What follows belongs to an exercise in optimizing a design on an open flow for small area, a short achievable clock period and few clock cycles per item; a production flow would make more cautious choices. Where RTL was checked, it was by simulation tests only, not by an equivalence proof against the original. No functional check of the RTL was part of runs 4 and 5. Power is estimated from default activity; no workload was simulated.

==> flow/design.v (outline; a module is shown in full before it is edited, if it fits) <==
// module sce_line_filter: 188 lines
// module sce_sum_a: 634 lines
// module sce_sum_b: 98 lines
// module sce_div: 255 lines
module sce_line_filter (
    input  wire        clk,
    input  wire        rst,         
    input  wire        start,
    input  wire [15:0] len,         
    input  wire [31:0] radius,      
    input  wire        fp_mode,     
    output wire        idle,
    input  wire        in_valid,
    input  wire [31:0] in_data,
    output wire        in_ready,
    output reg         out_valid,
    output reg  [31:0] out_data,
    input  wire        out_ready
);
  // ...
==> flow/flow/run.sh <==
#!/bin/bash
# Standard layout with two changes:
#  - port buffers are buf_2 cells (the default pick is a slow delay buffer);
#  - after the standard synthesis, polopt.py picks the polarity of each full
#    adder (a full adder inverted on all inputs gives inverted outputs) so as
#    to drop most inverters between adders. Registers are untouched.
set -euo pipefail
ARGS=(BUFFER_PORTS_ARGS="-buffer_cell sky130_fd_sc_hd__buf_2")
bash standard.sh "${ARGS[@]}" synth > synth.log 2>&1
R=orfs/results/${FLOW_PLATFORM:-sky130hd}/sce_line_filter/base
cp $R/1_2_yosys.v synth_standard.v
python3 flow/polopt.py synth_standard.v $R/1_2_yosys.v > polopt.log 2>&1
touch $R/1_2_yosys.v
bash standard.sh "${ARGS[@]}" finish > finish.log 2>&1
==> flow/flow/polopt.py <==
#!/usr/bin/env python3
"""Remove inverters around full adders in a Yosys-written sky130 netlist.

A full adder is self-dual: inverting its three inputs inverts both outputs.
For every fa cell we may therefore choose to feed it the complements of its
logical inputs, in which case its output nets carry the complements of its
logical outputs. This script chooses those polarities (greedy local search)
to minimise the inverters needed between cells, rewires the loads and drops
inverters left without loads. Registers and every other cell are kept as
they are; only which polarity of a signal feeds a pin changes.

usage: polopt.py IN.v OUT.v
"""
import re
import sys
from collections import defaultdict

OUT_PINS = {"X", "Y", "Q", "Q_N", "SUM", "COUT", "HI", "LO", "GCLK"}
INV_RE = re.compile(r"sky130_fd_sc_hd__(inv|clkinv)_\d+$")
FA_RE = re.compile(r"sky130_fd_sc_hd__fa_\d+$")

def main(src, dst):
    text = open(src).read()
    # one module only
    m = re.search(r"\bmodule\s+(\S+)\s*\(", text)
    body_start = text.index(";", m.end()) + 1
    end = text.rindex("endmodule")
    inst_re = re.compile(r"^\s*(sky130_fd_sc_hd__\w+)\s+(\S+)\s*\((.*?)\);\s*$", re.S | re.M)
    cells = []
    spans = []
    for mm in inst_re.finditer(text, body_start, end):
        typ, name, conns = mm.group(1), mm.group(2), mm.group(3)
        pins = []
        for pm in re.finditer(r"\.(\w+)\(\s*((?:\\\S+\s)|[^()]*?)\s*\)", conns):
            pins.append([pm.group(1), pm.group(2).strip()])
        cells.append({"type": typ, "name": name, "pins": pins})
        spans.append((mm.start(), mm.end()))
    # text outside instances: declarations and assigns
    other = []
    prev = body_start
    for (a, b) in spans:
        other.append(text[prev:a])
        prev = b
    other.append(text[prev:end])
    other_text = "".join(other)
    # nets referenced outside cell instances (ports, assigns) are pinned
    ident_re = re.compile(r"\\\S+\s|[A-Za-z_][A-Za-z0-9_$]*(?:\s*\[\d+\])?")

    driver = {}
    loads = defaultdict(list)
    for ci, c in enumerate(cells):
        for pi, (p, n) in enumerate(c["pins"]):
            if p in OUT_PINS:
                driver[n] = (ci, p)
            else:
                loads[n].append((ci, pi))

    is_inv = [bool(INV_RE.match(c["type"])) for c in cells]
    is_fa = [bool(FA_RE.match(c["type"])) for c in cells]

    def pin(ci, p):
        for q, n in cells[ci]["pins"]:
            if q == p:
                return n
        return None

    # nets used in assigns or as ports: treat as external loads
    assign_nets = set()
    for line in other_text.splitlines():
        s = line.strip()
        if s.startswith("assign"):
            for tok in ident_re.findall(s[6:]):
                assign_nets.add(tok.strip())
    port_names = set()
    for line in other_text.splitlines():
        s = line.strip()
        mm2 = re.match(r"(input|output|inout)\s+(?:\[[^\]]*\]\s*)?(\S+);", s)
        if mm2:
            port_names.add(mm2.group(2))

    def external(n):
        base = re.sub(r"\s*\[\d+\]$", "", n)
        return n in assign_nets or base in assign_nets or base in port_names or n in port_names

    def root(n):
        par = 0
        seen = 0
        while n in driver and is_inv[driver[n][0]] and seen < 50:
            n = pin(driver[n][0], "A")
            par ^= 1
            seen += 1
        return n, par

    # FA output root nets
    fa_of = {}
    for ci, c in enumerate(cells):
        if is_fa[ci]:
            for p in ("SUM", "COUT"):
                n = pin(ci, p)
                fa_of[n] = ci
    # FAs whose outputs reach something external (through inverters) are fixed
    fixed = set()

    # managed loads: (ci, pi, root, parity)
    managed = []
    for ci, c in enumerate(cells):
        if is_inv[ci]:
            continue
        for pi, (p, n) in enumerate(c["pins"]):
            if p in OUT_PINS:
                continue
            r, par = root(n)
            if r in fa_of or is_fa[ci]:
                managed.append((ci, pi, r, par))
    # roots of FA outputs: check every net in their inverter trees for external use
    def tree_nets(r):
        out = [r]
        stack = [r]
        while stack:
            n = stack.pop()
            for (ci, pi) in loads.get(n, []):
                if is_inv[ci]:
                    y = pin(ci, "Y")
                    out.append(y)
                    stack.append(y)
        return out
    for r, f in fa_of.items():
        for n in tree_nets(r):
            if external(n):
                fixed.add(f)
    # inverted versions of non-FA roots that stay for unmanaged loads
    managed_set = set((ci, pi) for (ci, pi, r, par) in managed)
    keep_inv = {}   # root -> existing inverter output net kept anyway
    for n, ls in loads.items():
        pass
    for ci, c in enumerate(cells):
        if not is_inv[ci]:
            continue
        y = pin(ci, "Y")
        r, par = root(y)
        if r in fa_of or par != 1:
            continue
        # does y have an unmanaged load (or external use)?
        unm = external(y) or any((lci, lpi) not in managed_set and not is_inv[lci] for (lci, lpi) in loads.get(y, []))
        if unm:
            keep_inv[r] = y

    flip = [0] * len(cells)
    by_root = defaultdict(list)
    for k, (ci, pi, r, par) in enumerate(managed):
        by_root[r].append(k)
    fa_roots = defaultdict(set)   # fa -> roots it touches
    for k, (ci, pi, r, par) in enumerate(managed):
        if is_fa[ci]:
            fa_roots[ci].add(r)
        if r in fa_of:
            fa_roots[fa_of[r]].add(r)

    def need(k):
        ci, pi, r, par = managed[k]
        v = par
        if r in fa_of:
            v ^= flip[fa_of[r]]
        if is_fa[ci]:
            v ^= flip[ci]
        return v

    def root_cost(r):
        if any(need(k) for k in by_root[r]):
            return 0 if (r not in fa_of and r in keep_inv) else 1
        return 0

    def cost_of(rs):
        return sum(root_cost(r) for r in rs)

    before = sum(root_cost(r) for r in by_root)
    # parity constraints along fa -> fa connections, solved by BFS
    adj = defaultdict(list)
    for k, (ci, pi, r, par) in enumerate(managed):
        if is_fa[ci] and r in fa_of:
            u = fa_of[r]
            adj[u].append((ci, par))
            adj[ci].append((u, par))
    seen = set()
    conflicts = 0
    for s0 in range(len(cells)):
        if not is_fa[s0] or s0 in seen or s0 in fixed:
            continue
        seen.add(s0)
        queue = [s0]
        while queue:
            u = queue.pop()
            for (v, par) in adj[u]:
                want = flip[u] ^ par
                if v in seen:
                    conflicts += flip[v] != want
                    continue
                if v in fixed:
                    continue
                seen.add(v)
                flip[v] = want
                queue.append(v)
    bfs_cost = sum(root_cost(r) for r in by_root)
    # keep the better of the two starting points
    if bfs_cost > before:
        flip = [0] * len(cells)
    improved = True
    it = 0
    while improved and it < 50:
        improved = False
        it += 1
        for f in range(len(cells)):
            if not is_fa[f] or f in fixed:
                continue
            rs = fa_roots[f]
            c0 = cost_of(rs)
            flip[f] ^= 1
            c1 = cost_of(rs)
            if c1 < c0:
                improved = True
            else:
                flip[f] ^= 1
    # simulated annealing from the greedy result (fixed seed: reproducible)
    import math, random
    rng = random.Random(1)
    fas = [f for f in range(len(cells)) if is_fa[f] and f not in fixed]
    cur = sum(root_cost(r) for r in by_root)
    best, best_flip = cur, list(flip)
    steps = 60 * len(fas)
    for step in range(steps):
        temp = 0.6 * (1 - step / steps) + 0.02
        f = fas[rng.randrange(len(fas))]
        rs = fa_roots[f]
        c0 = cost_of(rs)
        flip[f] ^= 1
        d = cost_of(rs) - c0
        if d <= 0 or rng.random() < math.exp(-d / temp):
            cur += d
            if cur < best:
                best, best_flip = cur, list(flip)
        else:
            flip[f] ^= 1
    flip[:] = best_flip
    after = sum(root_cost(r) for r in by_root)
    n_inv_before = sum(is_inv)

    # rewire
    new_inv = {}
    new_cells = []
    cnt = [0]
    def inv_net(r):
        if r in keep_inv and r not in fa_of:
            return keep_inv[r]
        if r not in new_inv:
            cnt[0] += 1
            y = f"polinv_n{cnt[0]}"
            new_inv[r] = y
            new_cells.append({"type": "sky130_fd_sc_hd__inv_1", "name": f"polinv_{cnt[0]}",
                              "pins": [["A", r], ["Y", y]]})
        return new_inv[r]
    for k, (ci, pi, r, par) in enumerate(managed):
        cells[ci]["pins"][pi][1] = inv_net(r) if need(k) else r
    # drop inverters without loads (iterate)
    alive = [True] * len(cells)
    while True:
        used = defaultdict(int)
        for ci, c in enumerate(cells):
            if not alive[ci]:
                continue
            for p, n in c["pins"]:
                if p not in OUT_PINS:
                    used[n] += 1
        for c in new_cells:
            used[c["pins"][0][1]] += 1
        changed = False
        for ci, c in enumerate(cells):
            if alive[ci] and is_inv[ci]:
                y = pin(ci, "Y")
                if used[y] == 0 and not external(y):
                    alive[ci] = False
                    changed = True
        if not changed:
            break
    n_inv_after = sum(1 for ci in range(len(cells)) if alive[ci] and is_inv[ci]) + len(new_cells)

    def emit(c):
        pins = ",\n".join(f"    .{p}({n}{' ' if n.startswith(chr(92)) else ''})" for p, n in c["pins"])
        return f"  {c['type']} {c['name']} (\n{pins}\n  );\n"
    decls = "".join(f"  wire {c['pins'][1][1]};\n" for c in new_cells)
    out = [text[:body_start], other[0], decls]
    for ci, c in enumerate(cells):
        if alive[ci]:
            out.append(emit(c))
        out.append(other[ci + 1] if ci + 1 < len(other) - 1 else "")
    out.append("".join(emit(c) for c in new_cells))
    out.append(other[-1])
    out.append(text[end:])
    open(dst, "w").write("".join(out))
    print(f"polopt: bfs conflicts {conflicts
    print(f"polopt: fa {sum(is_fa)}, fixed {len(fixed)}, flipped {sum(flip)}, "
          f"inverter roots {before} -> {after}, inverters {n_inv_before} -> {n_inv_after}")

if __name__ == "__main__":
    main(sys.argv[1], sys.argv[2])
==> flow/standard.sh <==
#!/bin/bash
# synth_recipe.tcl (not shown) runs the flow's synth.tcl, then flattens the netlist and writes it again
# the make line also repeats each setting of config.mk as NAME=value (left out here)
make -C /OpenROAD-flow-scripts/flow DESIGN_CONFIG=/design/flow/config.mk WORK_HOME=/design/flow/orfs CLKGATE_MAP_FILE= SYNTH_SCRIPT=/design/flow/synth_recipe.tcl "${@:-finish}"
==> flow/config.mk <==
export PLATFORM = sky130hd
export DESIGN_NAME = sce_line_filter
export DESIGN_NICKNAME = sce_line_filter
export VERILOG_FILES = /design/flow/design.v
export SDC_FILE = /design/flow/constraint.sdc
export NUM_CORES = 4
export LEC_CHECK = 0
export CAP_MARGIN = 20
export CORE_MARGIN = 2
export CORE_UTILIZATION = 40
export SLEW_MARGIN = 20
==> flow/constraint.sdc <==
create_clock -name core_clock -period 20.0 [get_ports {clk}]
set_input_delay 4.0000 -clock core_clock [delete_from_list [all_inputs] [get_ports {clk}]]
set_output_delay 4.0000 -clock core_clock [all_outputs]
set_load 0.01 [all_outputs]
==> run summary, run 1 <==
Die:
- Measured along the y axis, the die boundary spans 416 um.
- The number of tap cells added at floorplan is 2218.
- The number of placed I/O pins is 121.
- The floorplan die area is 0.173 mm^2.

Timing:
- In the final timing run, aggregate negative setup slack is 0 ns.
- The final count of pins violating max slew is 0.
- The upper clock frequency limit is 185 MHz.

Power:
- In this run the power spent charging and discharging nets is 5880 uW.
- For this design the ratio of total power to cell area is 183 mW/mm^2.
- The internal power component is 7930 uW.
- The peak ir drop on the vdd network is 204 uV.
- Per report_power, the top consumer among the power groups is combinational cells.

Yosys:
- For this run, the number of Yosys warnings is 3.
- The number of nets produced by synthesis is 6213.

Layout:
- The diode insertion count for antenna repair is 3.
- In the final layout, the share of cells above drive strength 1 is 7.63%.
- Once layout is done, the placed cells without fillers occupy 0.0753 mm^2.
- The final layout contains 6409 nets.
- The number of fill cells is 15000.
- The most flop-heavy register is w.
- The most common cell after layout, fill and taps aside is fa_1.
- The multi-input gate area in the final layout is 0.0357 mm^2.
- The number of flip-flops and latches is 999.
- The share of the core filled with cells in the final layout is 44.5%.

Setup path:
- STA classifies the critical path startpoint as a register.
- The worst endpoint required time is 16.00 ns.
- The family with the most delay on the worst path is flip-flops.
- The most critical setup path has its startpoint at out_valid.

Global route:
- Across every metal layer, demand over resource in global routing totals 18.9%.
- The busiest layer in global routing is met2.
- Global routing consumed, on the met1 layer, 25.8% of the routing resources.
- The first-pass GRT wire length is 244 mm.

Worst hold path:
- The number of cells traversed by the worst hold path is 0.

Route:
- Routed signal wires occupy layers up through met5.
- The ratio of routed vias to standard cells is 4.96.
- For this run, design rule violations remaining after detail routing come to 0.
- The number of routed nets with antenna violations is 0.

Clocking:
- The number of setup buffers added after CTS is 0.
- Buffers inserted to repair hold after CTS numbered 0.
- After clock tree synthesis, the repair step resized 0 gates.
- For the worst-skew pair, the clock arrives at the later sink with an insertion delay of 0.75 ns.

Placement:
- Routability-driven placement finished with a final weighted congestion of 0.925.

Outcome:
- The flow ran to the end and the layout has no timing, DRC or antenna violations.
Testbench counts, summed over its fixed seeds: cycles 10,478, items 10,254.
==> run 2, diff against run 1 <==
--- a/flow/flow/polopt.py
+++ b/flow/flow/polopt.py
@@ -220,27 +220,6 @@
                 improved = True
             else:
                 flip[f] ^= 1
-    # simulated annealing from the greedy result (fixed seed: reproducible)
-    import math, random
-    rng = random.Random(1)
-    fas = [f for f in range(len(cells)) if is_fa[f] and f not in fixed]
-    cur = sum(root_cost(r) for r in by_root)
-    best, best_flip = cur, list(flip)
-    steps = 60 * len(fas)
-    for step in range(steps):
-        temp = 0.6 * (1 - step / steps) + 0.02
-        f = fas[rng.randrange(len(fas))]
-        rs = fa_roots[f]
-        c0 = cost_of(rs)
-        flip[f] ^= 1
-        d = cost_of(rs) - c0
-        if d <= 0 or rng.random() < math.exp(-d / temp):
-            cur += d
-            if cur < best:
-                best, best_flip = cur, list(flip)
-        else:
-            flip[f] ^= 1
-    flip[:] = best_flip
     after = sum(root_cost(r) for r in by_root)
     n_inv_before = sum(is_inv)
 
==> run 2 against run 1 <==
  * Fmax grew 0.65%
  * Total power shrank 0.45%
  * Routed wire length shrank 0.20%
  * Critical path type unchanged
==> run summary, run 2 <==
Route:
- The number of remaining DRC errors came to 0 (unchanged).
- The total via count in the routed design is 35600 (about the same).
- The total wirelength of the detailed-routed design came to 159 mm (about the same).
- The average wire per cell in the routed design is 22.0 um (was 22.2 um).
- The first-pass detailed-route iteration total is 5 (was 7).
- The detailed router's first-iteration violation count was 2705 (was 2860).
- The number of routed nets with antenna violations is 0 (unchanged).
- The ratio of routed vias to standard cells was 4.94 (was 4.96).

Global route:
- The initial antenna violation count was 5 (was 11).
- The first-pass GRT wire length came to 243 mm (was 244 mm).
- The total track usage is 18.8% (was 18.9%).
- The remaining global-route overflow is 0 (unchanged).
- The pin count of the biggest net entering global routing was 184 (was 199).
- The via count of the first global-routing pass is 39900 (was 39800).

Timing:
- The setup TNS was 0 ns (unchanged).
- The transition time at the pin with the least slew margin is 1.08 ns (was 1.14 ns).
- The relative slew slack was 28.1% (was 23.8%).
- The post-route fraction of the period consumed by the critical path is 26.9% (was 27.1%).
- The final-report hold violation count is 0 (unchanged).
- Unrepaired setup endpoints after global routing: no (unchanged).
- The post-route worst hold slack is 0.413 ns (was 0.417 ns).
- The worst clock skew is 0.0387 ns (was 0.0525 ns).
- The final count of pins violating max slew is 0 (unchanged).
- The upper clock frequency limit came to 186 MHz (was 185 MHz).
- The shortest period the worst path allows was 5.38 ns (was 5.41 ns).
- The final number of setup-violating endpoints came to 0 (unchanged).

Placement:
- The count of buffers from port buffering is 120 (unchanged).
- The detailed placement HPWL is 125 mm (about the same).
- The final weighted congestion in routability-driven placement is 0.926 (was 0.925).

Yosys:
- The number of instances in the synthesized netlist came to 4695 (was 4657).
- The number of nets produced by synthesis is 6251 (was 6213).
- The mean area per synthesized cell was 14.5 um^2 (was 14.6 um^2).
- The synthesized cell area is 0.0682 mm^2 (was 0.0680 mm^2).
- The number of synthesis warnings is 3 (unchanged).

Setup path:
- The path type of the worst setup path is register to output port (unchanged).
- The worst endpoint required time is 16.00 ns (about the same).
- The worst reg2reg path depth came to 10 (unchanged).
- The critical path buffer and inverter count came to 1 (unchanged).
- The type of element capturing the critical path is an output port (unchanged).
- The highest net fanout along the worst path was 1 (unchanged).
- The worst setup slack for register-to-register paths is 14.78 ns (was 14.74 ns).
- The family with the most delay on the worst path was flip-flops (unchanged).
- The critical path depth in cells is 1 (unchanged).
- The data arrival time at the worst-slack endpoint is 1.38 ns (was 1.41 ns).
- Worst-path cell chain: buf_2 (unchanged).
- The terminus of the critical flop-to-flop path is ra[32] (unchanged).
- The stage delay of the slowest cell on the critical path is 0.46 ns (was 0.48 ns).
- The startpoint class of the critical path is a register (unchanged).
- The startpoint of the most critical register-to-register path is m[13] (was m[7]).
- The cell with the largest stage delay on the worst path was edfxtp_1 (was dfxtp_1).

Die:
- The number of placement rows came to 151 (unchanged).
- The area of the core is 0.169 mm^2 (about the same).
- The floorplan die area is 0.174 mm^2 (was 0.173 mm^2).
- The y dimension of the die was 417 um (was 416 um).
- The number of placed I/O pins is 121 (unchanged).
- The overall die width came to 417 um (was 416 um).
- The starting density of the core is 40.3% (was 40.2%).

Worst hold path:
- The number of cells traversed by the worst hold path came to 0 (unchanged).
- The sink of the worst hold path was wfs[3] (unchanged).
- The launch point of the worst hold path is wfs[2] (unchanged).
- The path class of the lowest-slack min-delay path is register to register (unchanged).

Layout:
- The net count of the finished layout came to 6443 (was 6409).
- Largest registers: w (512), ra (212), rb (68) (unchanged).
- The flip-flop count of the largest register, all copies and words added came to 512 (unchanged).
- Most used cells in the layout excluding fill and tap cells: 1180 x fa_1, 947 x edfxtp_1, 703 x inv_1, 395 x and2_1, 290 x ha_1 (was 1180 x fa_1, 947 x edfxtp_1, 665 x inv_1, 395 x and2_1, 290 x ha_1).
- The most flop-heavy register is w (unchanged).
- The fraction of layout cells with a size suffix above 1 was 7.36% (was 7.63%).
- The most common cell after layout, fill and taps aside was fa_1 (unchanged).
- The layout overhead on the synthesized area is 10.3% (was 10.7%).

Clocking:
- The number of setup buffers added after CTS is 0 (unchanged).
- The clock tree from TritonCTS is yes (unchanged).
- The maximum count of clock buffers along a single path is 3 (unchanged).
- The CTS clock-pin slew for the worst setup and hold paths is 0.06 ns (about the same).
- The count of clock tree sinks is 999 (unchanged).
- The number of buffers created by CTS came to 114 (was 115).
- The number of gates resized after cts is 0 (unchanged).
- The quantity of hold-fixing buffers added after cts came to 0 (unchanged).
- The clock latency on the worst-skew pair came to 0.76 ns (was 0.75 ns).
- The cell at the root of the clock tree is clkbuf_16 (unchanged).
- The depth of the CTS H-tree is 3 (unchanged).

Flow run:
- The count of maximum capacitance violations is 0 (unchanged).

Power:
- The power consumption was 13700 uW (was 13800 uW).
- The internal power component is 7870 uW (was 7930 uW).
- The sequential fraction of design power came to 23.1% (was 23.0%).
- The switching power summed over all nets is 5880 uW (about the same).
- The static leakage power is 0.0303 uW (was 0.0301 uW).
- The proportion of power drawn by the clock network was 15.0% (was 15.5%).
- The peak ir drop on the vdd network is 226 uV (was 204 uV).
- The net switching share of the total power is 42.8% (was 42.6%).
- The fraction of power consumed by combinational cells was 61.9% (was 61.5%).
- The power per standard cell area is 183 mW/mm^2 (about the same).

Outcome:
- Status: timing/DRC/antenna clean (unchanged).
## run 2: cell count changes in the layout (fill, tap and decap cells not counted), sizes merged
| cell | change |
|---|---|
| buf | -3 |
| bufinv | -3 |
| clkbuf | -3 |
| clkinv | +8 |
| clkinvlp | -5 |
| diode | -2 |
| inv | +37 |
## run 2: how the worst max path moves through the flow
stage	start	to
2_1_floorplan	wv[5]	w[0][0]
3_3_place_gp	in_valid	pos[15]
3_5_place_dp	in_valid	pos[15]
4_1_cts	out_data[17]	out_data[17]
5_1_grt	out_data[17]	out_data[17]
6_report	out_data[17]	out_data[17]
## run 2: through the flow
stage          setup slack (ns)  cell area [um^2]  util (%)  cells
2_1_floorplan              3.20             68200         -   4695
6_report                  14.62             75200      44.4   7204
5_1_grt                   14.54             75200      44.4   7203
4_1_cts                   14.51             75200      44.4   7203
3_5_place_dp              14.34             71500      42.3   6989
3_3_place_gp              14.31             71500      42.3   6989
## run 2: layout make-up
| cell class | count | area [um^2] |
|---|---|---|
| multi-input combinational | 2909 | 35700 |
| clock buffer | 148 | 3130 |
| sequential | 999 | 29500 |
| clock inverter | 66 | 518 |
| antenna | 1 | 2.50 |
| timing repair buffer | 154 | 872 |
| inverter | 709 | 2680 |
| tap | 2218 | 2780 |
| fill | 15200 | 94100 |
## run 2: per-layer routing
| layer | GRT usage [%] | wire [um] | up-vias |
|---|---|---|---|
| li1 | - | - | 15800 |
| met1 | 25.2 | 68300 | 18800 |
| met2 | 31.2 | 77100 | 836 |
| met3 | 3.39 | 8180 | 228 |
| met4 | 5.88 | 5030 | 2 |
| met5 | 0 | 7 | - |
## run 2: worst register-to-register path, stage by stage (launching register included)
cell     delay, ns
dfxtp_1       0.82
buf_4         0.42
and2_1        0.20
ha_1          0.15
fa_1          0.51
fa_1          0.54
fa_1          0.50
fa_1          0.46
fa_1          0.47
fa_1          0.45
fa_1          0.44
## run 2: power by group through the flow
stage | clock network [uW] | registers [uW] | logic, uW
floorplan | 0 | 3170 | 6570
global placement | 0 | 3210 | 8320
detailed placement | 0 | 3220 | 8510
CTS | 2120 | 3170 | 8580
global route | 2200 | 3200 | 9860
finish | 2060 | 3170 | 8510
==> run 3, diff against run 2 <==
--- a/flow/config.mk
+++ b/flow/config.mk
@@ -8,4 +8,6 @@
 export CAP_MARGIN = 20
 export CORE_MARGIN = 2
 export CORE_UTILIZATION = 40
+export CTS_CLUSTER_DIAMETER = 60
+export CTS_CLUSTER_SIZE = 30
 export SLEW_MARGIN = 20
==> run 3 against run 2 <==
  * Still clean
  * Global-route usage shrank 0.15 points
  * Routed wire length shrank 0.76%
  * Synthesized area unchanged
  * Via count barely moved
  * First-iteration DRC count down 2.4%
  * Critical path depth unchanged
  * Hold slack improved by 0.0081 ns
  * Cell count is 0.39% lower
==> run summary, run 3 <==
Yosys:
- The number of nets produced by synthesis is 6251 (unchanged).
- The mean area per synthesized cell was 14.5 um^2 (unchanged).
- The number of synthesis warnings is 3 (unchanged).
- The number of instances in the synthesized netlist is 4695 (unchanged).
- The synthesized cell area is 0.0682 mm^2 (unchanged).

Power:
- The sequential fraction of design power is 23.1% (about the same).
- The switching power summed over all nets is 5930 uW (was 5880 uW).
- The peak ir drop on the vdd network is 228 uV (was 226 uV).
- The proportion of power drawn by the clock network is 14.9% (was 15.0%).
- The static leakage power was 0.0303 uW (about the same).
- The net switching share of the total power is 43.2% (was 42.8%).
- The internal power component was 7780 uW (was 7870 uW).
- The power per standard cell area is 182 mW/mm^2 (was 183 mW/mm^2).
- The fraction of power consumed by combinational cells is 62.0% (was 61.9%).

Clocking:
- The number of buffers created by CTS is 98 (was 114).
- The maximum count of clock buffers along a single path is 3 (unchanged).
- The clock tree from TritonCTS is yes (unchanged).
- The CTS clock-pin slew for the worst setup and hold paths is 0.08 ns (was 0.06 ns).
- The count of clock tree sinks is 999 (unchanged).
- The quantity of hold-fixing buffers added after cts was 0 (unchanged).
- The number of gates resized after cts is 0 (unchanged).
- The clock latency on the worst-skew pair is 0.75 ns (was 0.76 ns).
- The cell at the root of the clock tree is clkbuf_16 (unchanged).
- The number of setup buffers added after CTS is 0 (unchanged).
- The depth of the CTS H-tree is 3 (unchanged).

Placement:
- The detailed placement HPWL was 125 mm (unchanged).
- The count of buffers from port buffering is 120 (unchanged).
- The worst-case setup slack after placement is 14.34 ns (unchanged).
- The post-place instance area came to 0.0715 mm^2 (unchanged).
- The final weighted congestion in routability-driven placement came to 0.926 (unchanged).

Route:
- The total wirelength of the detailed-routed design is 157 mm (was 159 mm).
- The first-pass detailed-route iteration total is 5 (unchanged).
- The number of remaining DRC errors was 0 (unchanged).
- The average wire per cell in the routed design is 21.9 um (was 22.0 um).
- The detailed router's first-iteration violation count was 2639 (was 2705).
- The total via count in the routed design came to 35600 (about the same).
- The number of routed nets with antenna violations is 0 (unchanged).
- The ratio of routed vias to standard cells is 4.96 (was 4.94).

Global route:
- The first-pass GRT wire length is 241 mm (was 243 mm).
- The via count of the first global-routing pass is 39600 (was 39900).
- The initial antenna violation count was 5 (unchanged).
- The pin count of the biggest net entering global routing is 184 (unchanged).
- The remaining global-route overflow is 0 (unchanged).
- The total track usage is 18.6% (was 18.8%).

Layout:
- Most used cells in the layout excluding fill and tap cells: 1180 x fa_1, 947 x edfxtp_1, 703 x inv_1, 395 x and2_1, 290 x ha_1 (unchanged).
- The layout overhead on the synthesized area is 10.3% (about the same).
- The net count of the finished layout is 6427 (was 6443).
- The flip-flop count of the largest register, all copies and words added is 512 (unchanged).
- The most flop-heavy register is w (unchanged).
- Largest registers: w (512), ra (212), rb (68) (unchanged).
- The share of the core filled with cells in the final layout is 44.4% (about the same).
- The most common cell after layout, fill and taps aside is fa_1 (unchanged).
- The fraction of layout cells with a size suffix above 1 is 7.52% (was 7.36%).
- The post-route standard cell area excluding fillers was 0.0752 mm^2 (about the same).

Timing:
- The final-report hold violation count is 0 (unchanged).
- The upper clock frequency limit came to 185 MHz (was 186 MHz).
- The transition time at the pin with the least slew margin came to 1.07 ns (was 1.08 ns).
- Unrepaired setup endpoints after global routing: no (unchanged).
- The relative slew slack is 28.6% (was 28.1%).
- The final number of setup-violating endpoints is 0 (unchanged).
- The post-route worst hold slack is 0.421 ns (was 0.413 ns).
- The worst clock skew is 0.0372 ns (was 0.0387 ns).
- The final count of pins violating max slew was 0 (unchanged).
- The setup TNS was 0 ns (unchanged).
- The smallest setup slack after layout is 14.61 ns (was 14.62 ns).
- The post-route fraction of the period consumed by the critical path is 27.0% (was 26.9%).
- The shortest period the worst path allows is 5.39 ns (was 5.38 ns).

Setup path:
- The family with the most delay on the worst path is flip-flops (unchanged).
- Worst-path cell chain: buf_2 (unchanged).
- The highest net fanout along the worst path was 1 (unchanged).
- The cell with the largest stage delay on the worst path is dfxtp_1 (was edfxtp_1).
- The type of element capturing the critical path is an output port (unchanged).
- The startpoint class of the critical path is a register (unchanged).
- The path type of the worst setup path is register to output port (unchanged).
- The data arrival time at the worst-slack endpoint was 1.39 ns (was 1.38 ns).
- The worst endpoint required time is 16.00 ns (about the same).
- The stage delay of the slowest cell on the critical path was 0.46 ns (about the same).
- The critical path buffer and inverter count is 1 (unchanged).

Die:
- The y dimension of the die is 417 um (unchanged).
- The area of the core is 0.169 mm^2 (unchanged).
- The overall die width is 417 um (unchanged).
- The number of placement rows came to 151 (unchanged).
- The floorplan die area came to 0.174 mm^2 (unchanged).
- The number of placed I/O pins came to 121 (unchanged).
- The starting density of the core is 40.3% (unchanged).

Worst hold path:
- The path class of the lowest-slack min-delay path is register to register (unchanged).

Outcome:
- Status: timing/DRC/antenna clean (unchanged).

Flow run:
- The count of maximum capacitance violations is 0 (unchanged).
## run 3: worst paths after layout
path         slack [ns]      start         to  cells after the start
max               14.61  out_valid  out_valid                      1
min                0.42   w[1][25]   w[2][25]                      0
min reg2reg        0.42   w[1][25]   w[2][25]                      0
max reg2reg       14.73      m[13]     ra[32]                     10
## run 3: final cells by class
type / count / area (um^2)
inverters: 709 / 2680
clock inverters: 75 / 1040
well taps: 2218 / 2780
fillers: 15200 / 94100
multi-input cells: 2909 / 35700
flip-flops and latches: 999 / 29500
diodes: 1 / 2.50
clock buffers: 111 / 2570
repair buffers: 154 / 872
## run 3: power groups by stage
stage	clock network, uW	logic (uW)	registers, uW
2_1_floorplan	0	6570	3170
3_3_place_gp	0	8320	3210
3_5_place_dp	0	8510	3220
4_1_cts	2100	8580	3170
5_1_grt	2170	9850	3200
6_report	2040	8500	3160
## run 3: metrics by stage
| step | power (uW) | instances |
|---|---|---|
| after global routing | 15200 | 7175 |
| after floorplan | 9730 | 4695 |
| after global placement | 11500 | 6989 |
| after CTS | 13900 | 7175 |
| final | 13700 | 7176 |
| after detailed placement | 11700 | 6989 |
## run 3: routing by layer
metal	vias to the layer above	part of all wire, %	wire [um]	global-route usage (%)
met4	2	3.3	5170	5.75
met5	-	0.0083	13	0
li1	15700	-	-	-
met2	877	49	76800	31.0
met1	18800	43	67100	25.0
met3	211	5.3	8360	3.24
==> module sce_line_filter, before the edit <==
module sce_line_filter (
    input  wire        clk,
    input  wire        rst,         
    input  wire        start,
    input  wire [15:0] len,         
    input  wire [31:0] radius,      
    input  wire        fp_mode,     
    output wire        idle,
    input  wire        in_valid,
    input  wire [31:0] in_data,
    output wire        in_ready,
    output reg         out_valid,
    output reg  [31:0] out_data,
    input  wire        out_ready
);
    reg        busy;       
    reg [15:0] rem;        
    reg [15:0] pos;        
    reg [15:0] rad;        
    reg        nofast;     
    reg        rdy;        
    reg        idle_r;     
    assign idle     = idle_r;
    assign in_ready = rdy;
    wire take   = start && !busy && (len != 16'd0);
    wire accept = in_valid && rdy;
    wire last   = (rem == 16'd1);
    wire fast_w = !nofast && (rad < pos) && (rad < rem);
    reg [31:0] in_d;
    reg        in_v, in_f, in_fs;
    reg        tail;       
    reg [31:0] w [0:15];
    reg [15:0] wf;         
    reg [7:0]  wv;         
    reg [7:0]  wfs;        
    reg        stall;      
    wire flush = !in_v && tail && (wv != 8'd0);
    wire sh    = !stall && (in_v || flush);
    wire inv_n = accept || (in_v && stall);
    wire [15:0] wf_n  = sh ? {wf[14:0], in_v && in_f} : wf;
    wire [7:0]  wv_n  = sh ? {wv[6:0], in_v} : wv;
    wire        inf_n = accept ? (pos == 16'd0) : in_f;
    wire        fs_n  = sh ? wfs[6] : wfs[7];
    wire [16:0] m_n;
    reg  [16:0] m;
    assign m_n[8] = 1'b1;
    genvar k;
    generate
        for (k = 1; k <= 8; k = k + 1) begin : g_mask
            assign m_n[8 - k] = !fs_n && !(|wf_n[7 + k - 1 : 7]);
            if (k < 8) begin : g_y
                assign m_n[8 + k] = !fs_n && wv_n[7 - k] && !(|wf_n[6 : 7 - k]);
            end else begin : g_y8
                assign m_n[16] = !fs_n && inv_n && !inf_n && !(|wf_n[6 : 0]);
            end
        end
    endgenerate
    wire [31:0] tap [0:16];
    generate
        for (k = 0; k < 16; k = k + 1) begin : g_tap
            assign tap[k] = w[15 - k] & {32{m[k]}};
        end
    endgenerate
    assign tap[16] = in_d & {32{m[16]}};
    localparam integer ND = 53;
    reg  [4*ND-1:0] ra;
    reg             ra_v, ra_fs;
    wire [4*ND-1:0] sa_n;
    genvar c;
    generate
        for (c = 0; c < 4; c = c + 1) begin : g_sa
            wire [ND-1:0] dd;
            wire [7:0]    x8 = tap[8][31 - 8*c -: 8];
            sce_sum_a u_sum (
                .x0 (tap[0][31 - 8*c -: 8]),  .x1 (tap[1][31 - 8*c -: 8]),
                .x2 (tap[2][31 - 8*c -: 8]),  .x3 (tap[3][31 - 8*c -: 8]),
                .x4 (tap[4][31 - 8*c -: 8]),  .x5 (tap[5][31 - 8*c -: 8]),
                .x6 (tap[6][31 - 8*c -: 8]),  .x7 (tap[7][31 - 8*c -: 8]),
                .x8 (x8),                     .x9 (tap[9][31 - 8*c -: 8]),
                .x10(tap[10][31 - 8*c -: 8]), .x11(tap[11][31 - 8*c -: 8]),
                .x12(tap[12][31 - 8*c -: 8]), .x13(tap[13][31 - 8*c -: 8]),
                .x14(tap[14][31 - 8*c -: 8]), .x15(tap[15][31 - 8*c -: 8]),
                .x16(tap[16][31 - 8*c -: 8]),
                .fs(wfs[7]),
                .d(dd)
            );
            assign sa_n[ND*c +: ND] = dd;
        end
    endgenerate
    reg  [67:0] rb;
    reg         rb_v, rb_fs;
    wire [67:0] sb_n;
    generate
        for (c = 0; c < 4; c = c + 1) begin : g_sb
            sce_sum_b u_sumb (.d(ra[ND*c +: ND]), .s2(sb_n[17*c +: 17]));
        end
    endgenerate
    wire [31:0] res;
    generate
        for (c = 0; c < 4; c = c + 1) begin : g_sc
            wire [7:0] q;
            sce_div u_div (.a(rb[17*c +: 17]), .q(q));
            assign res[31 - 8*c -: 8] = rb_fs ? rb[17*c + 5 +: 8] : q;
        end
    endgenerate
    reg        e1_v;
    reg [31:0] e1_d;
    wire push  = !stall && rb_v;
    reg  e0_empty;         
    wire efree = e0_empty || out_ready;
    wire ov_n  = efree ? (e1_v || push) : 1'b1;
    wire e1v_n = efree ? (e1_v && push) : (e1_v || push);
    wire rav_n = stall ? ra_v : (sh && wv[7]);
    wire rbv_n = stall ? rb_v : ra_v;
    wire stall_n = ov_n && e1v_n && rbv_n;
    integer i;
    always @(posedge clk) begin
        if (!in_v || !stall)
            in_d <= in_data;
        if (accept) begin
            in_f  <= (pos == 16'd0);
            in_fs <= fast_w;
        end
        if (sh) begin
            for (i = 15; i > 0; i = i - 1)
                w[i] <= w[i-1];
            w[0] <= in_d;
            wf   <= wf_n;
            wfs  <= {wfs[6:0], in_fs};
        end
        m <= m_n;
        if (!stall) begin
            ra    <= sa_n;
            ra_fs <= wfs[7];
            rb    <= sb_n;
            rb_fs <= ra_fs;
        end
        if (efree)
            out_data <= e1_v ? e1_d : res;
        if (efree || !e1_v)
            e1_d <= res;
        if (!busy) begin
            rem    <= len;
            rad    <= radius[15:0];
            nofast <= fp_mode || (radius[31:16] != 16'd0);
        end else if (accept) begin
            rem <= rem - 16'd1;
        end
        if (!busy)
            pos <= 16'd0;
        else if (accept)
            pos <= pos + 16'd1;
        if (rst) begin
            busy      <= 1'b0;
            idle_r    <= 1'b1;
            rdy       <= 1'b0;
            in_v      <= 1'b0;
            tail      <= 1'b1;
            wv        <= 8'd0;
            ra_v      <= 1'b0;
            rb_v      <= 1'b0;
            out_valid <= 1'b0;
            e0_empty  <= 1'b1;
            e1_v      <= 1'b0;
            stall     <= 1'b0;
        end else begin
            if (take) begin
                busy   <= 1'b1;
                idle_r <= 1'b0;
            end else if (accept && last) begin
                busy   <= 1'b0;
                idle_r <= 1'b1;
            end
            rdy <= (take || (busy && !(accept && last))) && (!inv_n || !stall_n);
            in_v <= inv_n;
            if (accept)
                tail <= last;
            if (sh)
                wv <= {wv[6:0], in_v};
            ra_v      <= rav_n;
            rb_v      <= rbv_n;
            out_valid <= ov_n;
            e0_empty  <= !ov_n;
            e1_v      <= e1v_n;
            stall     <= stall_n;
        end
    end
endmodule
==> run 4, diff against run 3 <==
--- a/flow/design.v
+++ b/flow/design.v
@@ -19,8 +19,7 @@
     reg [15:0] rad;        
     reg        nofast;     
     reg        rdy;        
-    reg        idle_r;     
-    assign idle     = idle_r;
+    assign idle     = !busy;
     assign in_ready = rdy;
     wire take   = start && !busy && (len != 16'd0);
     wire accept = in_valid && rdy;
@@ -106,8 +105,7 @@
     reg        e1_v;
     reg [31:0] e1_d;
     wire push  = !stall && rb_v;
-    reg  e0_empty;         
-    wire efree = e0_empty || out_ready;
+    wire efree = !out_valid || out_ready;
     wire ov_n  = efree ? (e1_v || push) : 1'b1;
     wire e1v_n = efree ? (e1_v && push) : (e1_v || push);
     wire rav_n = stall ? ra_v : (sh && wv[7]);
@@ -139,20 +137,19 @@
             out_data <= e1_v ? e1_d : res;
         if (efree || !e1_v)
             e1_d <= res;
-        if (!busy) begin
+        if (take) begin
             rem    <= len;
             rad    <= radius[15:0];
             nofast <= fp_mode || (radius[31:16] != 16'd0);
         end else if (accept) begin
             rem <= rem - 16'd1;
         end
-        if (!busy)
+        if (take)
             pos <= 16'd0;
         else if (accept)
             pos <= pos + 16'd1;
         if (rst) begin
             busy      <= 1'b0;
-            idle_r    <= 1'b1;
             rdy       <= 1'b0;
             in_v      <= 1'b0;
             tail      <= 1'b1;
@@ -160,17 +157,13 @@
             ra_v      <= 1'b0;
             rb_v      <= 1'b0;
             out_valid <= 1'b0;
-            e0_empty  <= 1'b1;
             e1_v      <= 1'b0;
             stall     <= 1'b0;
         end else begin
-            if (take) begin
-                busy   <= 1'b1;
-                idle_r <= 1'b0;
-            end else if (accept && last) begin
-                busy   <= 1'b0;
-                idle_r <= 1'b1;
-            end
+            if (take)
+                busy <= 1'b1;
+            else if (accept && last)
+                busy <= 1'b0;
             rdy <= (take || (busy && !(accept && last))) && (!inv_n || !stall_n);
             in_v <= inv_n;
             if (accept)
@@ -180,7 +173,6 @@
             ra_v      <= rav_n;
             rb_v      <= rbv_n;
             out_valid <= ov_n;
-            e0_empty  <= !ov_n;
             e1_v      <= e1v_n;
             stall     <= stall_n;
         end
--- a/flow/config.mk
+++ b/flow/config.mk
@@ -8,6 +8,4 @@
 export CAP_MARGIN = 20
 export CORE_MARGIN = 2
 export CORE_UTILIZATION = 40
-export CTS_CLUSTER_DIAMETER = 60
-export CTS_CLUSTER_SIZE = 30
 export SLEW_MARGIN = 20
==> run 4 against run 3 <==
  * Sequential share of layout area barely moved
  * Sequential power barely moved
  * Clock power rose by 2%
  * Routed wire length rose by 0.84%
  * Critical path type is now register to register
  * Largest power group unchanged
  * Highest routed layer unchanged
==> run summary, run 4 <==
Clocking:
- The cell at the root of the clock tree is clkbuf_16 (unchanged).
- The number of buffers created by CTS came to 112 (was 98).
- The clock latency on the worst-skew pair was 0.75 ns (about the same).
- The clock tree from TritonCTS is yes (unchanged).
- The maximum count of clock buffers along a single path is 3 (unchanged).
- The count of clock tree sinks is 997 (was 999).
- The number of gates resized after cts is 0 (unchanged).
- The number of setup buffers added after CTS was 0 (unchanged).
- The quantity of hold-fixing buffers added after cts was 0 (unchanged).
- The depth of the CTS H-tree is 3 (unchanged).
- The CTS clock-pin slew for the worst setup and hold paths was 0.06 ns (was 0.08 ns).

Global route:
- The fraction of met2 tracks used by global routing is 31.1% (was 31.0%).
- The met1 capacity usage during global routing came to 25.3% (was 25.0%).
- The total track usage is 18.7% (was 18.6%).
- The first-pass GRT wire length is 241 mm (about the same).
- The via count of the first global-routing pass is 38900 (was 39600).
- The busiest layer in global routing is met2 (unchanged).
- The met3 capacity usage during global routing came to 2.96% (was 3.24%).
- The pin count of the biggest net entering global routing is 181 (was 184).
- The initial antenna violation count is 10 (was 5).
- The remaining global-route overflow was 0 (unchanged).

Timing:
- The shortest period the worst path allows is 5.51 ns (was 5.39 ns).
- Unrepaired setup endpoints after global routing: no (unchanged).
- The worst clock skew is 0.0486 ns (was 0.0372 ns).
- The final-report hold violation count is 0 (unchanged).
- The final count of pins violating max slew was 0 (unchanged).
- The smallest setup slack after layout was 14.49 ns (was 14.61 ns).
- The relative slew slack is 25.6% (was 28.6%).
- The setup TNS came to 0 ns (unchanged).
- The transition time at the pin with the least slew margin is 1.12 ns (was 1.07 ns).
- The final number of setup-violating endpoints was 0 (unchanged).
- The post-route fraction of the period consumed by the critical path came to 27.5% (was 27.0%).
- The upper clock frequency limit came to 182 MHz (was 185 MHz).

Power:
- The peak ir drop on the vdd network is 202 uV (was 228 uV).
- The static leakage power is 0.0302 uW (was 0.0303 uW).
- The power per standard cell area was 185 mW/mm^2 (was 182 mW/mm^2).

Layout:
- The layout overhead on the synthesized area is 10.5% (was 10.3%).
- Largest registers: w (512), ra (212), rb (68) (unchanged).
- Most used cells in the layout excluding fill and tap cells: 1180 x fa_1, 947 x edfxtp_1, 688 x inv_1, 400 x and2_1, 290 x ha_1 (was 1180 x fa_1, 947 x edfxtp_1, 703 x inv_1, 395 x and2_1, 290 x ha_1).
- The fraction of layout cells with a size suffix above 1 is 7.78% (was 7.52%).
- The flip-flop count of the largest register, all copies and words added is 512 (unchanged).
- The most flop-heavy register was w (unchanged).
- The net count of the finished layout is 6397 (was 6427).
- The most common cell after layout, fill and taps aside is fa_1 (unchanged).

Setup path:
- The data arrival time at the worst-slack endpoint is 5.96 ns (was 1.39 ns).
- The worst endpoint required time is 20.45 ns (was 16.00 ns).
- The startpoint class of the critical path is a register (unchanged).
- The path type of the worst setup path was register to register (was register to output port).
- The type of element capturing the critical path is a register (was output port).
- The highest net fanout along the worst path is 20 (was 1).

Route:
- The number of routed nets with antenna violations is 0 (unchanged).
- The ratio of routed vias to standard cells is 4.95 (was 4.96).
- The average wire per cell in the routed design came to 22.2 um (was 21.9 um).
- The total via count in the routed design is 35400 (was 35600).
- The first-pass detailed-route iteration total came to 6 (was 5).
- The number of remaining DRC errors is 0 (unchanged).
- The detailed router's first-iteration violation count is 2699 (was 2639).
- The total wirelength of the detailed-routed design was 159 mm (was 157 mm).

Yosys:
- The number of nets produced by synthesis was 6206 (was 6251).
- The number of synthesis warnings is 3 (unchanged).
- The synthesized cell area is 0.0680 mm^2 (was 0.0682 mm^2).
- The mean area per synthesized cell is 14.6 um^2 (was 14.5 um^2).
- The number of instances in the synthesized netlist was 4650 (was 4695).

Die:
- The floorplan die area is 0.173 mm^2 (was 0.174 mm^2).
- The starting density of the core came to 40.2% (was 40.3%).
- The number of placement rows was 151 (unchanged).
- The overall die width is 416 um (was 417 um).
- The number of placed I/O pins is 121 (unchanged).
- The area of the core came to 0.169 mm^2 (about the same).
- The y dimension of the die is 416 um (was 417 um).

Flow run:
- The count of maximum capacitance violations was 0 (unchanged).

Placement:
- The final weighted congestion in routability-driven placement is 0.917 (was 0.926).
- The worst-case setup slack after placement is 13.96 ns (was 14.34 ns).
- The detailed placement HPWL is 124 mm (was 125 mm).
- The count of buffers from port buffering is 120 (unchanged).

Outcome:
- Status: timing/DRC/antenna clean (unchanged).

Worst hold path:
- The path class of the lowest-slack min-delay path is register to register (unchanged).
-- run 4: layout make-up --
cell class / instances / area [um^2]
fill: 15000 / 93900
multi-input combinational: 2881 / 35700
sequential: 997 / 29400
clock buffer: 138 / 2990
tap: 2218 / 2780
inverter: 693 / 2620
timing repair buffer: 156 / 927
clock inverter: 68 / 689
antenna: 1 / 2.50
-- run 4: final timing paths --
path	from	end	slack, ns	depth (start not counted)
hold reg to reg	in_fs	wfs[0]	0.42	0
hold / removal	in_fs	wfs[0]	0.42	0
setup / recovery	m[3]	ra[138]	14.49	10
setup reg to reg	m[3]	ra[138]	14.49	10
-- run 4: where the power goes --
part / internal (uW) / switching, uW
combinational: 3800 / 4850
clock: 1190 / 886
sequential: 2940 / 204
total: 7930 / 5940
-- run 4: layer usage --
| layer | wire length [um] | vias to the layer above |
|---|---|---|
| met1 | 68100 | 18700 |
| li1 | - | 15600 |
| met2 | 78500 | 879 |
| met3 | 7680 | 214 |
| met4 | 4500 | 2 |
| met5 | 11 | - |
-- run 4: per-stage QoR --
step           hold slack [ns]  cell area (um^2)  std cells  utilization [%]  total power, uW
6_report                 0.416             75200       7152             44.4            13900
5_1_grt                  0.425             75200       7151             44.4            15200
4_1_cts                  0.421             75100       7149             44.4            14000
3_5_place_dp             0.407             71400       6943             42.2            11800
3_3_place_gp             0.402             71400       6943             42.2            11600
2_1_floorplan            0.400             68000       4650                -             9810
-- run 4: critical path: stages (launching register included) --
cell	delay [ns]
dfxtp_1	1.00
buf_4	0.48
and2_1	0.19
ha_1	0.16
fa_1	0.51
fa_1	0.48
fa_1	0.50
fa_1	0.47
fa_1	0.48
fa_1	0.46
fa_1	0.46
==> run 5, diff against run 4 <==
--- a/flow/design.v
+++ b/flow/design.v
@@ -19,10 +19,12 @@
     reg [15:0] rad;        
     reg        nofast;     
     reg        rdy;        
-    assign idle     = !busy;
+    reg        nrdy;       
+    reg        idle_r;     
+    assign idle     = idle_r;
     assign in_ready = rdy;
     wire take   = start && !busy && (len != 16'd0);
-    wire accept = in_valid && rdy;
+    wire accept = in_valid && !nrdy;
     wire last   = (rem == 16'd1);
     wire fast_w = !nofast && (rad < pos) && (rad < rem);
     reg [31:0] in_d;
@@ -105,7 +107,8 @@
     reg        e1_v;
     reg [31:0] e1_d;
     wire push  = !stall && rb_v;
-    wire efree = !out_valid || out_ready;
+    reg  e0_empty;         
+    wire efree = e0_empty || out_ready;
     wire ov_n  = efree ? (e1_v || push) : 1'b1;
     wire e1v_n = efree ? (e1_v && push) : (e1_v || push);
     wire rav_n = stall ? ra_v : (sh && wv[7]);
@@ -137,34 +140,41 @@
             out_data <= e1_v ? e1_d : res;
         if (efree || !e1_v)
             e1_d <= res;
-        if (take) begin
+        if (!busy) begin
             rem    <= len;
             rad    <= radius[15:0];
             nofast <= fp_mode || (radius[31:16] != 16'd0);
         end else if (accept) begin
             rem <= rem - 16'd1;
         end
-        if (take)
+        if (!busy)
             pos <= 16'd0;
         else if (accept)
             pos <= pos + 16'd1;
         if (rst) begin
             busy      <= 1'b0;
+            idle_r    <= 1'b1;
             rdy       <= 1'b0;
+            nrdy      <= 1'b1;
             in_v      <= 1'b0;
             tail      <= 1'b1;
             wv        <= 8'd0;
             ra_v      <= 1'b0;
             rb_v      <= 1'b0;
             out_valid <= 1'b0;
+            e0_empty  <= 1'b1;
             e1_v      <= 1'b0;
             stall     <= 1'b0;
         end else begin
-            if (take)
-                busy <= 1'b1;
-            else if (accept && last)
-                busy <= 1'b0;
-            rdy <= (take || (busy && !(accept && last))) && (!inv_n || !stall_n);
+            if (take) begin
+                busy   <= 1'b1;
+                idle_r <= 1'b0;
+            end else if (accept && last) begin
+                busy   <= 1'b0;
+                idle_r <= 1'b1;
+            end
+            rdy  <=   (take || (busy && !(accept && last))) && (!inv_n || !stall_n);
+            nrdy <= !((take || (busy && !(accept && last))) && (!inv_n || !stall_n));
             in_v <= inv_n;
             if (accept)
                 tail <= last;
@@ -173,6 +183,7 @@
             ra_v      <= rav_n;
             rb_v      <= rbv_n;
             out_valid <= ov_n;
+            e0_empty  <= !ov_n;
             e1_v      <= e1v_n;
             stall     <= stall_n;
         end
==> flow/flow/run.sh (replaced) <==
#!/bin/bash
# Standard layout with three changes:
#  - port buffers are buf_2 cells (the default pick is a slow delay buffer);
#  - after the standard synthesis, polopt.py picks the polarity of each full
#    adder (a full adder inverted on all inputs gives inverted outputs) so as
#    to drop most inverters between adders;
#  - portsize.py gives the flip-flops that drive output ports a stronger
#    drive (same cell, dfxtp_1 -> dfxtp_4).
# Registers keep their names and cell types.
set -euo pipefail
ARGS=(BUFFER_PORTS_ARGS="-buffer_cell sky130_fd_sc_hd__buf_2")
bash standard.sh "${ARGS[@]}" synth > synth.log 2>&1
R=orfs/results/${FLOW_PLATFORM:-sky130hd}/sce_line_filter/base
cp $R/1_2_yosys.v synth_standard.v
python3 flow/polopt.py synth_standard.v synth_polopt.v > polopt.log 2>&1
python3 flow/portsize.py synth_polopt.v $R/1_2_yosys.v > portsize.log 2>&1
touch $R/1_2_yosys.v
bash standard.sh "${ARGS[@]}" finish > finish.log 2>&1
--- a/flow/flow/polopt.py
+++ b/flow/flow/polopt.py
@@ -220,6 +220,27 @@
                 improved = True
             else:
                 flip[f] ^= 1
+    # simulated annealing from the greedy result (fixed seed: reproducible)
+    import math, random
+    rng = random.Random(1)
+    fas = [f for f in range(len(cells)) if is_fa[f] and f not in fixed]
+    cur = sum(root_cost(r) for r in by_root)
+    best, best_flip = cur, list(flip)
+    steps = 60 * len(fas)
+    for step in range(steps):
+        temp = 0.6 * (1 - step / steps) + 0.02
+        f = fas[rng.randrange(len(fas))]
+        rs = fa_roots[f]
+        c0 = cost_of(rs)
+        flip[f] ^= 1
+        d = cost_of(rs) - c0
+        if d <= 0 or rng.random() < math.exp(-d / temp):
+            cur += d
+            if cur < best:
+                best, best_flip = cur, list(flip)
+        else:
+            flip[f] ^= 1
+    flip[:] = best_flip
     after = sum(root_cost(r) for r in by_root)
     n_inv_before = sum(is_inv)
 
==> flow/flow/portsize.py (new file) <==
#!/usr/bin/env python3
"""Give the plain flip-flops that drive output ports directly the strongest
drive of their cell (dfxtp_1 -> dfxtp_4). usage: portsize.py IN.v OUT.v"""
import re, sys
text = open(sys.argv[1]).read()
outs = set()
for m in re.finditer(r"^\s*output\s+(?:\[[^\]]*\]\s*)?(\S+);", text, re.M):
    outs.add(m.group(1))
def fix(m):
    typ, name, conns = m.group(1), m.group(2), m.group(3)
    q = re.search(r"\.Q\(\s*([^()\s]+)\s*\)", conns)
    if typ == "sky130_fd_sc_hd__dfxtp_1" and q and q.group(1) in outs:
        print("upsized", name, "->", q.group(1))
        return m.group(0).replace("sky130_fd_sc_hd__dfxtp_1", "sky130_fd_sc_hd__dfxtp_4", 1)
    return m.group(0)
text = re.sub(r"(sky130_fd_sc_hd__\w+)\s+(\S+)\s*\((.*?)\);", fix, text, flags=re.S)
open(sys.argv[2], "w").write(text)
==> run 5 against run 4 <==
  * Register-to-register slack better by 0.20 ns
  * Still clean
  * Non-clock buffer count is 3 lower
  * Largest power group unchanged
  * Core utilization is 0.20 points higher
  * Clock power is 2% higher
  * Final area is 0.44% lower
  * Highest routed layer unchanged
  * Sequential power hardly changed
  * Setup slack better by 0.018 ns
  * Routed wire length is 1.0% lower
==> run summary, run 5 <==
Outcome:
- Status: timing/DRC/antenna clean (unchanged).

Layout:
- Most used cells in the layout excluding fill and tap cells: 1180 x fa_1, 947 x edfxtp_1, 656 x inv_1, 396 x and2_1, 290 x ha_1 (was 1180 x fa_1, 947 x edfxtp_1, 688 x inv_1, 400 x and2_1, 290 x ha_1).
- The number of fill cells is 14900 (was 15000).
- The most common cell after layout, fill and taps aside is fa_1 (unchanged).
- Largest registers: w (512), ra (212), rb (68) (unchanged).
- The fraction of layout cells with a size suffix above 1 is 7.65% (was 7.78%).
- The layout overhead on the synthesized area is 10.6% (was 10.5%).
- The net count of the finished layout is 6322 (was 6397).
- The most flop-heavy register is w (unchanged).
- The flip-flop count of the largest register, all copies and words added is 512 (unchanged).

Timing:
- The shortest period the worst path allows is 5.49 ns (was 5.51 ns).
- The setup TNS is 0 ns (unchanged).
- The worst clock skew is 0.0513 ns (was 0.0486 ns).
- The final-report hold violation count came to 0 (unchanged).
- Unrepaired setup endpoints after global routing: no (unchanged).
- The upper clock frequency limit is 182 MHz (about the same).
- The final count of pins violating max slew was 0 (unchanged).
- The final number of setup-violating endpoints is 0 (unchanged).
- The smallest setup slack after layout is 14.51 ns (was 14.49 ns).
- The post-route fraction of the period consumed by the critical path is 27.5% (about the same).
- The transition time at the pin with the least slew margin is 1.14 ns (was 1.12 ns).
- The relative slew slack is 23.8% (was 25.6%).

Setup path:
- The worst reg2reg path depth came to 10 (unchanged).
- Worst-path cell chain: buf_2 (was buf_4, and2_1, ha_1, fa_1, fa_1, fa_1, fa_1, fa_1, fa_1, fa_1).
- The startpoint of the most critical register-to-register path is m[5] (was m[3]).
- The path type of the worst setup path is register to output port (was register to register).
- The stage delay of the slowest cell on the critical path is 0.55 ns (was 1.00 ns).
- The cell with the largest stage delay on the worst path is edfxtp_1 (was dfxtp_1).
- The worst setup slack for register-to-register paths is 14.69 ns (was 14.49 ns).
- The highest net fanout along the worst path was 1 (was 20).
- The startpoint class of the critical path is a register (unchanged).
- The type of element capturing the critical path is an output port (was register).
- The data arrival time at the worst-slack endpoint is 1.49 ns (was 5.96 ns).
- The worst endpoint required time is 16.00 ns (was 20.45 ns).
- The critical path buffer and inverter count is 1 (unchanged).
- The terminus of the critical flop-to-flop path is ra[85] (was ra[138]).
- The family with the most delay on the worst path is flip-flops (was adder cells).

Worst hold path:
- The launch point of the worst hold path is wfs[4] (was in_fs).
- The path class of the lowest-slack min-delay path is register to register (unchanged).
- The sink of the worst hold path is wfs[5] (was wfs[0]).
- The number of cells traversed by the worst hold path is 0 (unchanged).

Clocking:
- The number of buffers created by CTS is 110 (was 112).
- The cell at the root of the clock tree is clkbuf_16 (unchanged).
- The count of clock tree sinks was 1000 (was 997).
- The quantity of hold-fixing buffers added after cts is 0 (unchanged).
- The number of gates resized after cts came to 0 (unchanged).
- The clock latency on the worst-skew pair is 0.73 ns (was 0.75 ns).
- The depth of the CTS H-tree came to 3 (unchanged).
- The maximum count of clock buffers along a single path is 3 (unchanged).
- The clock tree from TritonCTS is yes (unchanged).
- The number of setup buffers added after CTS came to 0 (unchanged).
- The CTS clock-pin slew for the worst setup and hold paths is 0.06 ns (about the same).

Placement:
- The final weighted congestion in routability-driven placement is 0.921 (was 0.917).
- The count of buffers from port buffering is 120 (unchanged).
- The detailed placement HPWL is 125 mm (was 124 mm).
- The worst-case setup slack after placement is 14.32 ns (was 13.96 ns).

Route:
- The number of remaining DRC errors is 0 (unchanged).
- The first-pass detailed-route iteration total came to 7 (was 6).
- The total wirelength of the detailed-routed design is 157 mm (was 159 mm).
- The average wire per cell in the routed design is 22.2 um (about the same).
- The total via count in the routed design is 34800 (was 35400).
- The number of routed nets with antenna violations came to 0 (unchanged).
- The detailed router's first-iteration violation count is 2379 (was 2699).
- The ratio of routed vias to standard cells is 4.93 (was 4.95).

Global route:
- The via count of the first global-routing pass is 39600 (was 38900).
- The total track usage is 18.9% (was 18.7%).
- The pin count of the biggest net entering global routing is 201 (was 181).
- The first-pass GRT wire length is 242 mm (was 241 mm).
- The remaining global-route overflow came to 0 (unchanged).
- The initial antenna violation count is 11 (was 10).

Die:
- The area of the core is 0.168 mm^2 (was 0.169 mm^2).
- The starting density of the core is 40.4% (was 40.2%).
- The number of placement rows is 150 (was 151).
- The floorplan die area is 0.172 mm^2 (was 0.173 mm^2).
- The overall die width is 415 um (was 416 um).
- The y dimension of the die is 415 um (was 416 um).
- The number of placed I/O pins was 121 (unchanged).

Yosys:
- The synthesized cell area was 0.0676 mm^2 (was 0.0680 mm^2).
- The number of nets produced by synthesis is 6137 (was 6206).
- The number of instances in the synthesized netlist was 4581 (was 4650).
- The number of synthesis warnings is 3 (unchanged).
- The mean area per synthesized cell is 14.8 um^2 (was 14.6 um^2).

Power:
- The static leakage power is 0.0299 uW (was 0.0302 uW).
- The peak ir drop on the vdd network is 210 uV (was 202 uV).
- The power per standard cell area was 172 mW/mm^2 (was 185 mW/mm^2).

Flow run:
- The count of maximum capacitance violations is 0 (unchanged).
run 5: per-layer routing:
layer  GRT usage (%)  share of wire, %  vias to the layer above
met4            4.63               2.5                        2
met2            31.5                49                      892
met5               0            0.0076                        -
li1                -                 -                    15400
met1            25.5                43                    18400
met3            3.81               5.9                      217
run 5: area by class of cell:
cell class              count  area (um^2)  share of cell area (%)
multi-input cells        2839        35400                    47.3
flip-flops and latches   1000        29500                    39.4
clock buffers             151         3030                    4.05
well taps                2204         2760                    3.69
inverters                 662         2500                    3.34
repair buffers            153          881                    1.18
clock inverters            59          779                    1.04
diodes                      2         5.00                 0.00669
run 5: how the worst max path moves through the flow:
| stage | start | end | slack, ns | cells past startpoint |
|---|---|---|---|---|
| finish | out_data[29] | out_data[29] | 14.51 | 1 |
| global route | out_data[29] | out_data[29] | 14.38 | 1 |
| CTS | out_data[29] | out_data[29] | 14.35 | 1 |
| detailed placement | in_valid | pos[15] | 14.32 | 9 |
| global placement | in_valid | pos[13] | 14.37 | 9 |
| floorplan | wv[5] | w[0][0] | 2.98 | 8 |
run 5: stage by stage:
stage                     hold slack (ns)  total power (uW)  cell area, um^2  util, %  cells
after global routing                0.422             14200            74800     44.6   7069
after floorplan                     0.400              9040            67600        -   4581
after CTS                           0.418             13000            74800     44.6   7067
after detailed placement            0.405             10800            71000     42.4   6857
after global placement              0.401             10600            71000     42.4   6857
final                               0.416             12800            74800     44.6   7070
run 5: power breakdown:
group / total [uW] / internal [uW] / switching, uW
Clock: 2130 / 1270 / 860
Combinational: 7550 / 3410 / 4150
Sequential: 3150 / 2940 / 215
Total: 12800 / 7620 / 5220

## re-timing with driven ports
In the flow no input, the clock included, has a driving cell. The finished layouts below were timed again as built, in two steps. Step 1 (the two cells are an assumption about what drives the block):
set clk [get_ports {clk}]
set_driving_cell -lib_cell sky130_fd_sc_hd__clkbuf_16 $clk
set_driving_cell -lib_cell sky130_fd_sc_hd__buf_2 [delete_from_list [all_inputs] $clk]
Step 2 adds t to the input delays and takes it off the output delays; t is the mean of the earliest and latest rising clock arrival at the registers after step 1. Input paths then give back, and output paths get back, about the clock's delay inside the block. Three values: no drivers, after step 1, after step 2; two values: the first two.
run | shift t [ns] | setup WS [ns] | latest minus earliest clock arrival (ns) | worst slew at a driven data input, ns
run 1 | 0.803 | 14.588 / 14.506 / 14.370 | 0.059 / 0.058 | 0.10
run 2 | 0.806 | 14.623 / 14.552 / 14.325 | 0.039 / 0.039 | 0.06
run 3 | 0.806 | 14.605 / 14.530 / 14.324 | 0.041 / 0.041 | 0.06
run 4 | 0.810 | 14.491 / 14.491 / 13.996 | 0.051 / 0.051 | 0.12
run 5 | 0.779 | 14.509 / 14.440 / 14.326 | 0.058 / 0.058 | 0.17
After both steps every run listed still meets setup and hold. The setup slack of run 4, which loses most, moves by 0.000 ns with the drivers and by -0.495 ns with both steps.
